This is an optimization exercise on Yosys and OpenROAD, whose aim is small area, a short achievable clock period and few clock cycles, not a production implementation.
In this exercise RTL edits were held to simulation tests only and were not proved equivalent to the original.

## flow/design.v

```verilog
module sha256_core (
    input  wire         clk,
    input  wire         rst,         
    input  wire         start,
    input  wire [13:0]  len,         
    output wire         ready,
    input  wire         in_valid,
    input  wire [31:0]  in_data,
    output wire         in_ready,
    output reg          done,
    output wire [255:0] digest
);
    localparam [1:0] S_IDLE  = 2'd0,
                     S_LOAD  = 2'd1,
                     S_ROUND = 2'd2,
                     S_FINAL = 2'd3;
    reg [1:0]  state;
    reg [13:0] msg_len;
    reg [8:0]  blk;         
    reg [8:0]  last_blk;    
    reg [3:0]  widx;        
    reg [5:0]  rnd;         
    reg [31:0] H0, H1, H2, H3, H4, H5, H6, H7;
    reg [31:0] a, b, c, d, e, f, g, h;
    reg [31:0] w [0:15];    
    reg [31:0] k_t;         
    always @(*) begin
        case (rnd)
            6'd0:  k_t = 32'h428a2f98; 6'd1:  k_t = 32'h71374491;
            6'd2:  k_t = 32'hb5c0fbcf; 6'd3:  k_t = 32'he9b5dba5;
            6'd4:  k_t = 32'h3956c25b; 6'd5:  k_t = 32'h59f111f1;
            6'd6:  k_t = 32'h923f82a4; 6'd7:  k_t = 32'hab1c5ed5;
            6'd8:  k_t = 32'hd807aa98; 6'd9:  k_t = 32'h12835b01;
            6'd10: k_t = 32'h243185be; 6'd11: k_t = 32'h550c7dc3;
            6'd12: k_t = 32'h72be5d74; 6'd13: k_t = 32'h80deb1fe;
            6'd14: k_t = 32'h9bdc06a7; 6'd15: k_t = 32'hc19bf174;
            6'd16: k_t = 32'he49b69c1; 6'd17: k_t = 32'hefbe4786;
            6'd18: k_t = 32'h0fc19dc6; 6'd19: k_t = 32'h240ca1cc;
            6'd20: k_t = 32'h2de92c6f; 6'd21: k_t = 32'h4a7484aa;
            6'd22: k_t = 32'h5cb0a9dc; 6'd23: k_t = 32'h76f988da;
            6'd24: k_t = 32'h983e5152; 6'd25: k_t = 32'ha831c66d;
            6'd26: k_t = 32'hb00327c8; 6'd27: k_t = 32'hbf597fc7;
            6'd28: k_t = 32'hc6e00bf3; 6'd29: k_t = 32'hd5a79147;
            6'd30: k_t = 32'h06ca6351; 6'd31: k_t = 32'h14292967;
            6'd32: k_t = 32'h27b70a85; 6'd33: k_t = 32'h2e1b2138;
            6'd34: k_t = 32'h4d2c6dfc; 6'd35: k_t = 32'h53380d13;
            6'd36: k_t = 32'h650a7354; 6'd37: k_t = 32'h766a0abb;
            6'd38: k_t = 32'h81c2c92e; 6'd39: k_t = 32'h92722c85;
            6'd40: k_t = 32'ha2bfe8a1; 6'd41: k_t = 32'ha81a664b;
            6'd42: k_t = 32'hc24b8b70; 6'd43: k_t = 32'hc76c51a3;
            6'd44: k_t = 32'hd192e819; 6'd45: k_t = 32'hd6990624;
            6'd46: k_t = 32'hf40e3585; 6'd47: k_t = 32'h106aa070;
            6'd48: k_t = 32'h19a4c116; 6'd49: k_t = 32'h1e376c08;
            6'd50: k_t = 32'h2748774c; 6'd51: k_t = 32'h34b0bcb5;
            6'd52: k_t = 32'h391c0cb3; 6'd53: k_t = 32'h4ed8aa4a;
            6'd54: k_t = 32'h5b9cca4f; 6'd55: k_t = 32'h682e6ff3;
            6'd56: k_t = 32'h748f82ee; 6'd57: k_t = 32'h78a5636f;
            6'd58: k_t = 32'h84c87814; 6'd59: k_t = 32'h8cc70208;
            6'd60: k_t = 32'h90befffa; 6'd61: k_t = 32'ha4506ceb;
            6'd62: k_t = 32'hbef9a3f7; default: k_t = 32'hc67178f2;
        endcase
    end
    wire [12:0] gw       = {blk, widx};           
    wire [11:0] nfull    = msg_len[13:2];         
    wire [1:0]  rem      = msg_len[1:0];          
    wire        is_full  = (gw < {1'b0, nfull});
    wire        is_part  = (gw == {1'b0, nfull});
    wire        need_in  = is_full || (is_part && (rem != 2'd0));
    reg [31:0] pad_word;
    always @(*) begin
        if (is_full) begin
            pad_word = in_data;
        end else if (is_part) begin
            case (rem)
                2'd0: pad_word = 32'h80000000;
                2'd1: pad_word = {in_data[31:24], 24'h800000};
                2'd2: pad_word = {in_data[31:16], 16'h8000};
                default: pad_word = {in_data[31:8], 8'h80};
        endcase
        end else if ((blk == last_blk) && (widx == 4'd15)) begin
            pad_word = {15'd0, msg_len, 3'b000};    
        end else begin
            pad_word = 32'h00000000;
        end
    end
    wire load_adv = (state == S_LOAD) && (!need_in || in_valid);
    assign ready    = (state == S_IDLE);
    assign in_ready = (state == S_LOAD) && need_in;
    assign digest   = {H0, H1, H2, H3, H4, H5, H6, H7};
    wire [31:0] S1  = {e[5:0], e[31:6]} ^ {e[10:0], e[31:11]} ^ {e[24:0], e[31:25]};
    wire [31:0] ch  = (e & f) ^ (~e & g);
    wire [31:0] S0  = {a[1:0], a[31:2]} ^ {a[12:0], a[31:13]} ^ {a[21:0], a[31:22]};
    wire [31:0] maj = (a & b) ^ (a & c) ^ (b & c);
    wire [31:0] t1  = h + S1 + ch + k_t + w[0];
    wire [31:0] t2  = S0 + maj;
    wire [31:0] s0w   = {w[1][6:0], w[1][31:7]} ^ {w[1][17:0], w[1][31:18]} ^ (w[1] >> 3);
    wire [31:0] s1w   = {w[14][16:0], w[14][31:17]} ^ {w[14][18:0], w[14][31:19]} ^ (w[14] >> 10);
    wire [31:0] w_new = s1w + w[9] + s0w + w[0];
    integer i;
    always @(posedge clk) begin
        if (rst) begin
            state <= S_IDLE;
            done  <= 1'b0;
        end else begin
            done <= 1'b0;
            case (state)
                S_IDLE: begin
                    if (start) begin
                        msg_len  <= len;
                        last_blk <= ({1'b0, len} + 15'd8) >> 6;
                        blk      <= 9'd0;
                        widx     <= 4'd0;
                        H0 <= 32'h6a09e667; H1 <= 32'hbb67ae85;
                        H2 <= 32'h3c6ef372; H3 <= 32'ha54ff53a;
                        H4 <= 32'h510e527f; H5 <= 32'h9b05688c;
                        H6 <= 32'h1f83d9ab; H7 <= 32'h5be0cd19;
                        state <= S_LOAD;
                    end
                end
                S_LOAD: begin
                    if (load_adv) begin
                        for (i = 0; i < 15; i = i + 1)
                            w[i] <= w[i+1];
                        w[15] <= pad_word;
                        widx  <= widx + 4'd1;
                        if (widx == 4'd15) begin
                            a <= H0; b <= H1; c <= H2; d <= H3;
                            e <= H4; f <= H5; g <= H6; h <= H7;
                            rnd   <= 6'd0;
                            state <= S_ROUND;
                        end
                    end
                end
                S_ROUND: begin
                    h <= g; g <= f; f <= e; e <= d + t1;
                    d <= c; c <= b; b <= a; a <= t1 + t2;
                    for (i = 0; i < 15; i = i + 1)
                        w[i] <= w[i+1];
                    w[15] <= w_new;
                    rnd <= rnd + 6'd1;
                    if (rnd == 6'd63)
                        state <= S_FINAL;
                end
                default: begin  
                    H0 <= H0 + a; H1 <= H1 + b; H2 <= H2 + c; H3 <= H3 + d;
                    H4 <= H4 + e; H5 <= H5 + f; H6 <= H6 + g; H7 <= H7 + h;
                    if (blk == last_blk) begin
                        done  <= 1'b1;
                        state <= S_IDLE;
                    end else begin
                        blk   <= blk + 9'd1;
                        state <= S_LOAD;
                    end
                end
        endcase
        end
    end
endmodule
```

## flow/run.sh

```bash
#!/bin/bash
# synth_recipe.tcl (not shown) runs the flow's synth.tcl, then flattens the netlist and writes it again
# the make line also repeats each setting of config.mk as NAME=value (left out here)
make -C /OpenROAD-flow-scripts/flow DESIGN_CONFIG=/design/flow/config.mk WORK_HOME=/design/flow/orfs CLKGATE_MAP_FILE= SYNTH_SCRIPT=/design/flow/synth_recipe.tcl finish
```

## flow/config.mk

```make
export PLATFORM = sky130hd
export DESIGN_NAME = sha256_core
export DESIGN_NICKNAME = sha256_core
export VERILOG_FILES = /design/flow/design.v
export SDC_FILE = /design/flow/constraint.sdc
export NUM_CORES = 4
export LEC_CHECK = 0
export CAP_MARGIN = 20
export CORE_MARGIN = 2
export CORE_UTILIZATION = 40
export SLEW_MARGIN = 20
```

## flow/constraint.sdc

```tcl
create_clock -name core_clock -period 10.0 [get_ports {clk}]
set_input_delay 2.0000 -clock core_clock [delete_from_list [all_inputs] [get_ports {clk}]]
set_output_delay 2.0000 -clock core_clock [all_outputs]
set_load 0.01 [all_outputs]
```

==> qor.csv <==
metric;value;unit
status;no timing/DRC/antenna violations;
cts_root_buffer;clkbuf_16;
synthesis.area;66130;µm²
whs_path_depth;0;
tightest_slew;1.175;ns
path_common_cell;fa_1;
cts.sinks;1101;
ys_ff_latch;1101;
synth_top_flop_cell;edfxtp_1;
synth.net_count;6156;
busiest_layer;met2;
viasPerCell;5.707;
critical_path.max_stage_delay;0.56;ns
cts_resized;0;
synth_cells;5504;
drc;0;
setup.worst_path.start_class;flop;
wirelength;210200;µm
seq_area_frac_synth;0.4947;
met1_usage;0.3374;
track_usage;0.2438;
chipHeight;410.6;µm
hp-start;w[11][9];
crit_type;flop to flop;
numCtsBuffers;121;
cap_viol_max_count;0;
fill_cells;14870;
die_w;410.6;µm
core_area;164600;µm²
skew;0.04633;ns
dieArea;168600;µm²
crit_arrival;9.04;ns
fin_nets;6436;
fin_setup_tns;0;ns
multi_input_area;31610;µm²
dr.first_iter.drc_count;4838;
vias;46130;
cts_buffer_depth;3;
synthArstFlopShare;0;
area_growth;14.74;%
h-tree-depth;3;
hp-class;flop to flop;
place.gp.congestion;0.9363;
cp_slowest_cell;edfxtp_1;
largest_reg_flops;512;
grt_pass1_wl;302600;µm
cp-end-kind;flop;
cp_max_fo;6;
period_needed;8.529;ns
grt_max_degree;176;
worst_ep_required_time;10.51;ns
startpoint;e[27];
drtAntennaViolNets;0;
synth_cell_type_count;90;
port_buffers;308;
first_global_vias;44200;
use_met2;0.3884;
rows;149;
rsz0062_at_grt;no;
dp_hpwl;157700;µm
regToRegStartpoint;e[27];
regArea;32710;µm²
start_util;0.4017;
hold_buffers;0;
use_met3;0.03758;
drtPass1Iterations;6;
ys_warn_count;2;
cts_setup_buffers;0;
period_share;0.8529;
drive_gt1_frac;0.09253;
fmax;117.2;MHz
grt.overflow.total;0;
rr_worst_depth;30;
ios;309;
drt-wirelength-per-cell;26.00;µm
top_register;w;
fin_util;0.4609;
synth_edf_count;1066;
slew_violations;0;
hold_viol_final;0;
slew_headroom;0.2113;
worstSkewPairLatency;0.78;ns
cts_tree;yes;
clkTransAtPathRegs;0.07;ns
avgSynthCellArea;12.01;µm²
setup_viol;0;
antenna_found_initial;13;
-- logic make-up after synthesis --
logic type,synth area share
AOI/OAI and AO/OA,0.1258
xor gates and xnor gates,0.07750
adders and majority gates,0.1395
buffers and inverters,0.02886
DFF,0.4947
muxes,0.04903
and+or+nand+nor,0.08465
-- area by class of cell --
cell class	instances	share of cell area
timing repair buffer	349	0.04556
antenna	4	0.0001319
multi-input combinational	3907	0.4166
clock inverter	81	0.01384
tap	2189	0.03610
sequential	1101	0.4311
clock buffer	148	0.04124
inverter	304	0.01537
-- per-layer routing --
metal  routed length [µm]  up-vias
met1                90480    23110
li1                     -    20810
met4                 8151        4
met3                14510      352
met2                97010     1859
met5                   25        -
-- cell usage after synthesis, types with 13 or more instances --
master,number,area share
mux2i_1,19,0.0029
nand3_1,66,0.0050
a31oi_1,45,0.0043
o31ai_1,28,0.0032
buf_2,22,0.0017
nor4_1,15,0.0014
mux2_2,267,0.045
edfxtp_1,1066,0.48
buf_1,14,0.00079
a211oi_1,57,0.0065
o211ai_1,33,0.0037
and3_1,43,0.0041
nand4_1,20,0.0019
nand2_1,239,0.014
o221ai_1,13,0.0017
o21a_1,49,0.0056
xnor2_1,414,0.055
nor2_1,326,0.019
and2_1,17,0.0016
or2_2,19,0.0018
nor3_1,82,0.0062
clkbuf_1,153,0.0087
nand2b_1,178,0.017
o21bai_1,68,0.0077
fa_1,195,0.059
ha_1,407,0.077
a221oi_1,19,0.0025
a21o_1,180,0.020
o21ai_0,262,0.020
inv_1,300,0.017
xor2_1,166,0.022
a211o_1,15,0.0020
o22ai_1,17,0.0016
a21oi_1,329,0.025
nor2b_1,69,0.0065
or3_1,32,0.0030
dfxtp_1,35,0.011
maj3_1,23,0.0035
-- final timing paths --
kind         endpoint  slack (ns)
max             a[30]        1.47
min          w[10][9]        0.39
max reg2reg     a[30]        1.47
min reg2reg  w[10][9]        0.39
-- critical path, delay by kind of cell, from the launching register on --
family	cells	cell delay, ns
multiplexers	1	0.26
AO/OA/AOI/OAI	11	2.66
buffers and inverters	2	0.10
AND/OR/NAND/NOR	6	1.06
adder cells (fa/ha/maj)	6	2.60
XOR/XNOR	4	1.01
flip-flops	1	0.56
-- placed cells by master (no fill, tap or decap), types with 66 or more instances in the layout --
cell type	count
edfxtp_1	1066
xnor2_1	414
ha_1	405
a21oi_1	329
nor2_1	325
clkdlybuf4s50_1	308
inv_1	298
mux2_2	267
o21ai_0	261
nand2_1	238
fa_1	195
a21o_1	180
nand2b_1	178
xor2_1	166
clkbuf_16	121
nor3_1	80
nor2b_1	69
o21bai_1	68
nand3_1	66
-- metrics by stage --
step / setup slack (ns) / hold WS, ns / cell area [µm²] / cells
after detailed placement: 1.620 / 0.4045 / 71680 / 7850
after CTS: 1.568 / 0.3842 / 75860 / 8079
after global placement: 1.665 / 0.4003 / 71680 / 7850
after floorplan: -4.696 / 0.4003 / 66180 / 5504
after global routing: 1.076 / 0.4027 / 75860 / 8080
final: 1.471 / 0.3905 / 75870 / 8083
Testbench counts, summed over its fixed seeds: cycles 63,410.

[port drivers added, routing unchanged]
No port has a modelled driver above. Below, the same layout with a new extraction and two added sets of constraints. Step 1 assumes that a clkbuf_16 drives the clock port and a buf_2 every other input. Step 2 also shifts input and output timing later by t, the mid clock arrival at the registers, as if the neighbouring blocks saw the same clock. Three values: ideal, step 1, step 2; two values: the first two.
shift t [ns]: 0.841
slack for setup (ns): 1.471 / 1.471 / 1.471
worst setup path after step 2: register to register
worst register clock-pin slew, ns: 0.07 / 0.07
After both steps this run still meets setup and hold. For this run, drivers alone change the setup slack by 0.000 ns; drivers and shift together by 0.000 ns.
